Background: an optimization exercise with open tools, aiming at small area, a short achievable clock period and few clock cycles. Do not read the settings as production practice.
The RTL was checked by simulation tests, not by an equivalence proof against the original design.
Power and IR drop assume default switching activity.

## felics_enc
module felics_enc (
    input  wire         clk,
    input  wire         rst,
    input  wire         start,
    input  wire [7:0]   width,       
    input  wire [15:0]  height,      
    output wire         idle,
    input  wire         pix_valid,
    input  wire [7:0]   pix_data,
    output wire         pix_ready,
    output wire         tbl_re,
    output wire [7:0]   tbl_raddr,
    input  wire [119:0] tbl_rdata,
    output wire         tbl_we,
    output wire [7:0]   tbl_waddr,
    output wire [119:0] tbl_wdata,
    output reg          out_valid,
    output reg  [7:0]   out_data
);
clock: 20.0 ns
lec_check: 0
cap_margin: 20
core_margin: 2
core_utilization: 40
place_density: 0.6
slew_margin: 20
run.sh (not shown) runs the stock make flow with config.mk's settings and CLKGATE_MAP_FILE= SYNTH_SCRIPT=/design/flow/synth_recipe.tcl, a recipe that flattens the netlist after the stock synthesis.
Testbench counts at the start, summed over its fixed seeds: cycles 43,456.
Edit:
--- a/flow/design.v
+++ b/flow/design.v
@@ -99,23 +99,54 @@
 module felics_update (
     input  wire        en,      
     input  wire [89:0] row,
     input  wire [7:0]  v,
     output reg  [89:0] row_new
 );
+    function automatic [14:0] add15(input [14:0] a, input [14:0] b);
+        reg [14:0] g, p, x;
+        reg [14:0] gg, pp, gn, pn;
+        integer i, d;
+        begin
+            x = a ^ b;
+            g = a & b;
+            p = a | b;
+            gg = g;
+            pp = p;
+            for (d = 1; d < 15; d = d * 2) begin
+                gn = gg;
+                pn = pp;
+                for (i = 0; i < 15; i = i + 1) begin
+                    if ((i / d) % 2 == 1) begin
+                        gn[i] = gg[i] | (pp[i] & gg[(i / d) * d - 1]);
+                        pn[i] = pp[i] & pp[(i / d) * d - 1];
+                    end
+                end
+                gg = gn;
+                pp = pn;
+            end
+            add15 = x ^ {gg[13:0], 1'b0};
+        end
+    endfunction
+    reg [14:0] t, u, c3, s0, cy;
     reg [14:0] sum [0:5];
     reg        halve;
-    integer i;
+    integer k;
     always @* begin
         halve = 1'b1;
-        for (i = 0; i < 6; i = i + 1) begin
-            sum[i] = row[15*i +: 15] + (en ? ({7'd0, v >> i} + 15'd1 + i[14:0]) : 15'd0);
-            if (sum[i][14:10] == 5'd0) halve = 1'b0;
+        for (k = 0; k < 6; k = k + 1) begin
+            t  = row[15*k +: 15];
+            u  = en ? {7'd0, v >> k} : 15'd0;
+            c3 = en ? (k + 1) : 15'd0;
+            s0 = t ^ u ^ c3;
+            cy = {(t[13:0] & u[13:0]) | (t[13:0] & c3[13:0]) | (u[13:0] & c3[13:0]), 1'b0};
+            sum[k] = add15(s0, cy);
+            if (sum[k][14:10] == 5'd0) halve = 1'b0;
         end
-        for (i = 0; i < 6; i = i + 1)
-            row_new[15*i +: 15] = halve ? {1'b0, sum[i][14:1]} : sum[i];
+        for (k = 0; k < 6; k = k + 1)
+            row_new[15*k +: 15] = halve ? {1'b0, sum[k][14:1]} : sum[k];
     end
 endmodule
 module felics_enc (
     input  wire         clk,
     input  wire         rst,
     input  wire         start,
@@ -256,17 +287,18 @@
     reg [8:0]  s3_val;
     reg [3:0]  s3_len;
     reg        m_v, m_line;
     reg [7:0]  m_a;
     reg [1:0]  m_slot;
     reg [119:0] m_row;
+    reg        m_tok;        
     reg        wb_v, wb2_v;
     reg [7:0]  wb_a, wb2_a;
     reg [119:0] wb_row, wb2_row;
     wire [119:0] m_cur = m_row;
-    wire [89:0]  m_cnt = m_cur[89:0];
+    wire [89:0]  m_cnt = m_tok ? m_cur[89:0] : 90'd0;
     wire [2:0]  k_sel;
     wire [89:0] row_new;
     felics_ksel u_ksel (
         .row (m_cnt),
         .k   (k_sel)
     );
@@ -299,14 +331,13 @@
     assign tbl_we    = we_r;
     assign tbl_waddr = wb_a;
     assign tbl_wdata = wb_row;
     reg          c_hit1, c_hit2;
     wire         c_hitm = m_v && (m_a == c_a);
     wire         rd_tok = (tbl_rdata[119:114] == epoch);
-    wire [119:0] rd_row = {tbl_rdata[119:90], rd_tok ? tbl_rdata[89:0] : 90'd0};
-    wire [119:0] c_cap  = c_hit1 ? wb_row : c_hit2 ? wb2_row : rd_row;
+    wire [119:0] c_cap  = c_hit1 ? wb_row : c_hit2 ? wb2_row : tbl_rdata;
     reg [15:0] fq [0:DEPTH-1];
     reg [2:0]  f_rd, f_wr;
     reg [2:0]  f_cnt;
     wire [15:0] fh = fq[f_rd];
     wire        f_short = fh[15];        
     wire        f_last = fh[14];
@@ -515,12 +546,13 @@
         s2_c    <= ph_c;
         s3_len  <= s2_len;
         m_line  <= c_line;
         m_a     <= c_a;
         m_slot  <= c_slot;
         m_row   <= c_hitm ? m_new : c_cap;
+        m_tok   <= c_hitm | c_hit1 | c_hit2 | rd_tok;
         c_hit1  <= m_v && (m_a == tbl_raddr);
         c_hit2  <= wb_v && (wb_a == tbl_raddr);
         wb_a    <= m_v ? m_a : rf_ptr;
         wb_row  <= {m_v ? epoch : epoch - 6'd1, m_new[113:0]};
         wb2_a   <= wb_a;
         wb2_row <= wb_row;
Die area climbs by 0.62%. Count of clock-buffer cells in the layout drops by 8. Wire length drops by 2.3%. Clock skew drops by 0.0032 ns. Via count drops by 0.49%. Total power drops by 1.0%. Sequential share of layout area drops by 0.14 points. Utilization barely changes. Register-to-register slack loses 0.55 ns. Sequential power stays flat. Clock power stays flat. Final area climbs by 0.52%. Critical path depth climbs by 6. Worst hold slack barely changes.
Testbench counts after the change, summed over its fixed seeds: cycles 43,456.

Another version of the RTL of felics_enc (not shown whole).
Size in the first run: about 5800 cells after synthesis, roughly 310 I/O pins, about 53000 µm² of cells after synthesis.
clock: 20.0 ns
lec_check: 0
cap_margin: 20
core_margin: 2
core_utilization: 40
cts_cluster_diameter: 80
cts_cluster_size: 24
place_density: 0.6
slew_margin: 20
Testbench counts at the start, summed over its fixed seeds: cycles 43,453.
==> next run, changes <==
--- a/flow/design.v
+++ b/flow/design.v
@@ -234,25 +234,24 @@
     wire [7:0] h_pre = a_lt ? b_r : a_r;
     wire [7:0] d_pre = a_lt ? (b_r - a_r) : (a_r - b_r);
     wire       rows1 = lastcol ? (h_r == 16'd2) : (h_r == 16'd1);
     wire [3:0] m_pre;
     felics_plog u_plog (
         .dlt (d_pre),
         .m   (m_pre)
     );
     wire blk_done = acc & ((cpos == 2'd2) | lastcol);     
     wire nblk_end = (npos == 2'd2) | (coln == wm1);        
     wire [1:0] nslot_inc = nslot + 2'd1;
     reg        s1_v, s1_verb, s1_last, s1_blw, s1_abv;
-    reg [1:0]  wr_slot, wr_pos;    
     reg [7:0]  s1_p, s1_d, s1_off, s1_oa;
     reg [3:0]  s1_m;
     wire s1_out = s1o_r;      
     wire [8:0] ph_c;
     wire [3:0] ph_len;
     felics_phased u_phased (
         .off (s1_off),
         .dlt (s1_d),
         .m   (s1_m),
         .c   (ph_c),
         .len (ph_len)
     );
@@ -278,54 +277,46 @@
     reg [8:0]  s3_val;
     reg [3:0]  s3_len;
     reg        m_v, m_line;
     reg [7:0]  m_a;
     reg [1:0]  m_slot;
     reg [119:0] m_row;
     reg [7:0]  m_v8;         
     reg        m_tok;        
     reg        wb_v, wb2_v;
     reg [7:0]  wb_a, wb2_a;
     reg [119:0] wb_row, wb2_row;
     wire [119:0] m_cur = m_row;
-    wire [89:0]  m_cnt = m_cur[89:0];
-    wire [2:0]  k_raw;
-    wire [89:0] row_raw;
+    wire [89:0]  m_cnt = m_tok ? m_cur[89:0] : 90'd0;
+    wire [2:0]  k_sel;
+    wire [89:0] row_new;
     felics_ksel u_ksel (
         .row (m_cnt),
-        .k   (k_raw)
+        .k   (k_sel)
     );
     felics_update u_update (
         .en      (~m_line),
         .row     (m_cnt),
         .v       (m_v8),
-        .row_new (row_raw)
+        .row_new (row_new)
     );
-    reg  [89:0] row_zero;
-    integer z;
-    always @* begin
-        for (z = 0; z < 6; z = z + 1)
-            row_zero[15*z +: 15] = m_line ? 15'd0 : ({7'd0, m_v8 >> z} + 15'd1 + z[14:0]);
-    end
-    wire [2:0]  k_sel   = m_tok ? k_raw : 3'd5;
-    wire [89:0] row_new = m_tok ? row_raw : row_zero;
     wire [119:0] m_new = {epoch,
                           m_line ? {cb2[m_slot], cb1[m_slot], cb0[m_slot]} : m_cur[113:90],
                           row_new};
     always @(posedge clk) begin
-        if (s1_v) begin
-            case (wr_pos)
-                2'd0:    cb0[wr_slot] <= s1_p;
-                2'd1:    cb1[wr_slot] <= s1_p;
-                default: cb2[wr_slot] <= s1_p;
+        if (pix_ready) begin
+            case (cpos)
+                2'd0:    cb0[cslot] <= pix_data;
+                2'd1:    cb1[cslot] <= pix_data;
+                default: cb2[cslot] <= pix_data;
             endcase
         end
         if (m_v & m_line) begin
             cb0[m_slot] <= m_cur[97:90];
             cb1[m_slot] <= m_cur[105:98];
             cb2[m_slot] <= m_cur[113:106];
         end
     end
     wire s3_out = s3_v & (s3_kind == 2'd2);
     wire rf_en  = ~rf_z & ~m_v;
     reg  we_r;
     assign tbl_we    = we_r;
@@ -438,27 +429,25 @@
     wire       last_nx  = acc ? (nwrap & rows1) : last_r;
     wire [1:0] ncnt_nx  = (acc && ncnt != 2'd2) ? ncnt + 2'd1 : ncnt;
     reg  [3:0] ab_v_nx;
     always @* begin
         ab_v_nx = ab_v;
         if (m_v & m_line)
             ab_v_nx[m_slot] = 1'b1;
         if (acc & nblk_end & ~last_pix)
             ab_v_nx[nslot] = 1'b0;
     end
     function automatic [7:0] slotv(input [1:0] sl, input [1:0] ps);
         begin
-            if (s1_v & (wr_slot == sl) & (wr_pos == ps))
-                slotv = s1_p;
-            else if (m_v & m_line & (m_slot == sl))
+            if (m_v & m_line & (m_slot == sl))
                 slotv = (ps == 2'd0) ? m_cur[97:90] : (ps == 2'd1) ? m_cur[105:98] : m_cur[113:106];
             else
                 slotv = (ps == 2'd0) ? cb0[sl] : (ps == 2'd1) ? cb1[sl] : cb2[sl];
         end
     endfunction
     wire [1:0] npos_a1  = nwrap ? 2'd0 : (npos == 2'd2) ? 2'd0 : npos + 2'd1;
     wire [1:0] nslot_a1 = nwrap ? (smw ? 2'd0 : nslot_inc) : (npos == 2'd2) ? nslot_inc : nslot;
     wire [1:0] ls1_a1   = smw ? 2'd0 : nslot_a1;
     wire [1:0] ls1_n1   = smw ? 2'd0 : nslot;
     wire       pw_a     = (cslot == nslot_a1) & (cpos == npos_a1);
     wire       pw1_a    = (cslot == ls1_a1) & (cpos == 2'd1);
     wire [7:0] lbn_a    = slotv(nslot_a1, npos_a1);
@@ -493,26 +482,24 @@
                      (~smw | (st == ST_RUN));
     always @(posedge clk) begin
         if (acc) begin
             prev    <= pix_data;
             a_r     <= nb_a;
             b_r     <= nb_b;
             lastc_r <= nwrap;
         end
         last_r  <= last_nx;
         lbn     <= lbn_nx;
         lb1     <= lb1_nx;
         s1_verb <= vnext;
-        wr_slot <= cslot;
-        wr_pos  <= cpos;
         s1_last <= last_pix;
         s1_d    <= d_pre;
         s1_m    <= m_pre;
         s1_p    <= pix_data;
         s1_blw  <= p_blw;
         s1_abv  <= p_abv;
         s1_off  <= pix_data - l_pre;
         s1_oa   <= pix_data - h_pre - 8'd1;
         s2_last <= s1_last;
         if (s1_verb) begin
             s2_kind <= 2'd0;
             s2_val  <= {1'b0, s1_p};
Total power went up by 0.37%.
Global-route usage came out lower by 0.79 points.
Die area went down by 1.0%.
Flip-flop and latch count goes down by 4.
Non-clock buffer count went down by 7.
Worst hold slack barely changes.
Critical path depth went down by 3.
Testbench counts after the change, summed over its fixed seeds: cycles 43,453.

== run C ==
felics_enc with an RTL version that a note above also has.
Size in the first run: ~5700 cells after synthesis, about 910 flip-flops, roughly 310 I/O pins, ~53000 sq um of cells after synthesis.
Settings: LEC_CHECK=0, CAP_MARGIN=20, CORE_MARGIN=2, CORE_UTILIZATION=40, CTS_CLUSTER_DIAMETER=80, CTS_CLUSTER_SIZE=24, PLACE_DENSITY=0.6, SLEW_MARGIN=20; clock period 20.0 ns.
Testbench counts of run C, summed over its fixed seeds: cycles 43,456.
The inputs of run D differ from those of run C as listed below.
diff --git a/flow/design.v b/flow/design.v
--- a/flow/design.v
+++ b/flow/design.v
@@ -483,19 +483,45 @@
     wire        nwrap2   = acc ? (nwrap ? w1 : (coln == wm2)) : nwrap;
     wire [1:0]  nslot2   = nwrap2 ? (smw ? 2'd0 : nslot_nx + 2'd1) :
                            (npos_nx == 2'd2) ? nslot_nx + 2'd1 : nslot_nx;
     wire        hdec     = acc & lastcol;      
     wire        rows1_2  = lastc_nx ? (hdec ? h_eq3 : h_eq2) : (hdec ? h_eq2 : h_eq1);
     wire        last2    = nwrap2 & rows1_2;
-    wire        nr0_2    = row0_nx & ~lastc_nx;
-    wire [3:0]  xh       = (nr0_2 | w1) ? prev_nx[7:4] : lbn_nx[7:4];
-    wire [4:0]  x_lo     = (rr > xh) ? 5'd0 : {1'b0, xh} - {1'b0, rr} + 5'd1;
-    wire [4:0]  x_hi     = {1'b0, xh} + {1'b0, rr};
-    wire        both_reg = ~(nr0_2 | w1) & (coln_nx == 7'd0) & ~w2;
+    wire [1:0]  npos_a1  = nwrap ? 2'd0 : (npos == 2'd2) ? 2'd0 : npos + 2'd1;
+    wire [1:0]  nslot_a1 = nwrap ? (smw ? 2'd0 : nslot_inc) : (npos == 2'd2) ? nslot_inc : nslot;
+    wire [1:0]  ls1_a1   = smw ? 2'd0 : nslot_a1;
+    function automatic [3:0] slot_hi(input [1:0] sl, input [1:0] ps);
+        begin
+            if (m_v & m_line & (m_slot == sl))
+                slot_hi = (ps == 2'd0) ? m_cur[97:94] : (ps == 2'd1) ? m_cur[105:102] : m_cur[113:110];
+            else
+                slot_hi = (ps == 2'd0) ? cb0[sl][7:4] : (ps == 2'd1) ? cb1[sl][7:4] : cb2[sl][7:4];
+        end
+    endfunction
+    wire [3:0]  lbn_h0   = (m_v & m_line & (m_slot == nslot)) ? slot_hi(nslot, npos) : lbn[7:4];
+    wire [3:0]  lb1_h0   = (m_v & m_line & (m_slot == (smw ? 2'd0 : nslot))) ? m_cur[105:102] : lb1[7:4];
+    wire [3:0]  lbn_h1   = ((cslot == nslot_a1) & (cpos == npos_a1)) ? pix[7:4] : slot_hi(nslot_a1, npos_a1);
+    wire [3:0]  lb1_h1   = ((cslot == ls1_a1) & (cpos == 2'd1)) ? pix[7:4] : slot_hi(ls1_a1, 2'd1);
+    wire        nr0_c0   = row0 & ~lastc_r;
+    wire        nr0_c1   = row0 & ~lastcol & ~nwrap;
+    wire [3:0]  xh0      = (nr0_c0 | w1) ? prev[7:4] : lbn_h0;
+    wire [3:0]  xh1      = (nr0_c1 | w1) ? pix[7:4] : lbn_h1;
+    wire [4:0]  x_lo0    = (rr > xh0) ? 5'd0 : {1'b0, xh0} - {1'b0, rr} + 5'd1;
+    wire [4:0]  x_hi0    = {1'b0, xh0} + {1'b0, rr};
+    wire [4:0]  x_lo1    = (rr > xh1) ? 5'd0 : {1'b0, xh1} - {1'b0, rr} + 5'd1;
+    wire [4:0]  x_hi1    = {1'b0, xh1} + {1'b0, rr};
+    wire        breg0    = ~(nr0_c0 | w1) & (coln == 7'd0) & ~w2;
+    wire        breg1    = ~(nr0_c1 | w1) & nwrap & ~w2;
+    wire        bok0     = adh(lbn_h0, lb1_h0) < rr;
+    wire        bok1     = adh(lbn_h1, lb1_h1) < rr;
+    wire [4:0]  x_lo     = acc ? x_lo1 : x_lo0;
+    wire [4:0]  x_hi     = acc ? x_hi1 : x_hi0;
+    wire        both_reg = acc ? breg1 : breg0;
+    wire        both_ok  = acc ? bok1 : bok0;
     wire        ctx_a    = (ncnt2 != 2'd2) | ~dirty_nx |
-                           (both_reg ? (adh(lbn_nx[7:4], lb1_nx[7:4]) < rr) :
+                           (both_reg ? both_ok :
                             ((rr != 4'd0) & ({1'b0, pix_data[7:4]} >= x_lo) &
                              ({1'b0, pix_data[7:4]} < x_hi)));
     wire ok_a  = ~done_nx & ~last_nx & (smw | last2 | ab_v2[nslot2]) & ctx_a;
     wire occ_ok    = acc_in ? ((occ <= 3'd4) | (pop & (occ <= 3'd5))) : ((occ <= 3'd5) | pop);
     wire pr_nx     = running_nx & occ_ok & (acc_in ? ok_a : ok_b) &
                      (~smw | (st == ST_RUN));
### Flow results
- Going from run C to run D, first-iteration DRC count grew by a little under 10%.
- What run C reported for critical path depth has to be multiplied by 0.77 to get the figure for run D.
- Run C → run D: setup slack moved up; placeable core area moved up; number of diodes level; combinational cell power moved down.
- Changes observed in run D relative to run C: via count of the first global-routing pass up 2185, total power has remained practically unchanged, fraction of power consumed by the clock network rose by 2.8 points.
- Delta (run D minus run C): HPWL after detailed placement went up by about 9%, clock power went up by about 10%.
Testbench counts of run D, summed over its fixed seeds: cycles 43,456.

[re-timing with driven ports]
In the flow no input, the clock included, has a driving cell. The finished layouts below were timed again as built, in two steps. Step 1 sets driving cells, clkbuf_16 on the clock port and buf_2 on the other inputs (assumed; they add their load-dependent delay and slew). Step 2 also shifts input and output timing later by t, the mid clock arrival at the registers, as if the neighbouring blocks saw the same clock. Slacks: ideal / step 1 / step 2; pairs: ideal / step 1.
run | shift t [ns] | setup slack, ns | worst setup path after step 2
the first run of note 1 | 0.782 | 13.068 / 13.068 / 13.013 | input to register
the second run of note 1 | 0.779 | 12.515 / 12.515 / 12.515 | register to register
the first run of note 2 | 0.768 | 13.305 / 13.305 / 12.673 | input to register
the second run of note 2 | 0.764 | 13.134 / 13.134 / 12.553 | input to register
run C | 0.746 | 12.463 / 12.463 / 12.463 | register to register
run D | 0.770 | 13.353 / 13.353 / 13.353 | register to register
After both steps every run listed still meets setup and hold. For the first run of note 2, which loses most, drivers alone change the setup slack by 0.000 ns; drivers and shift together by -0.632 ns.
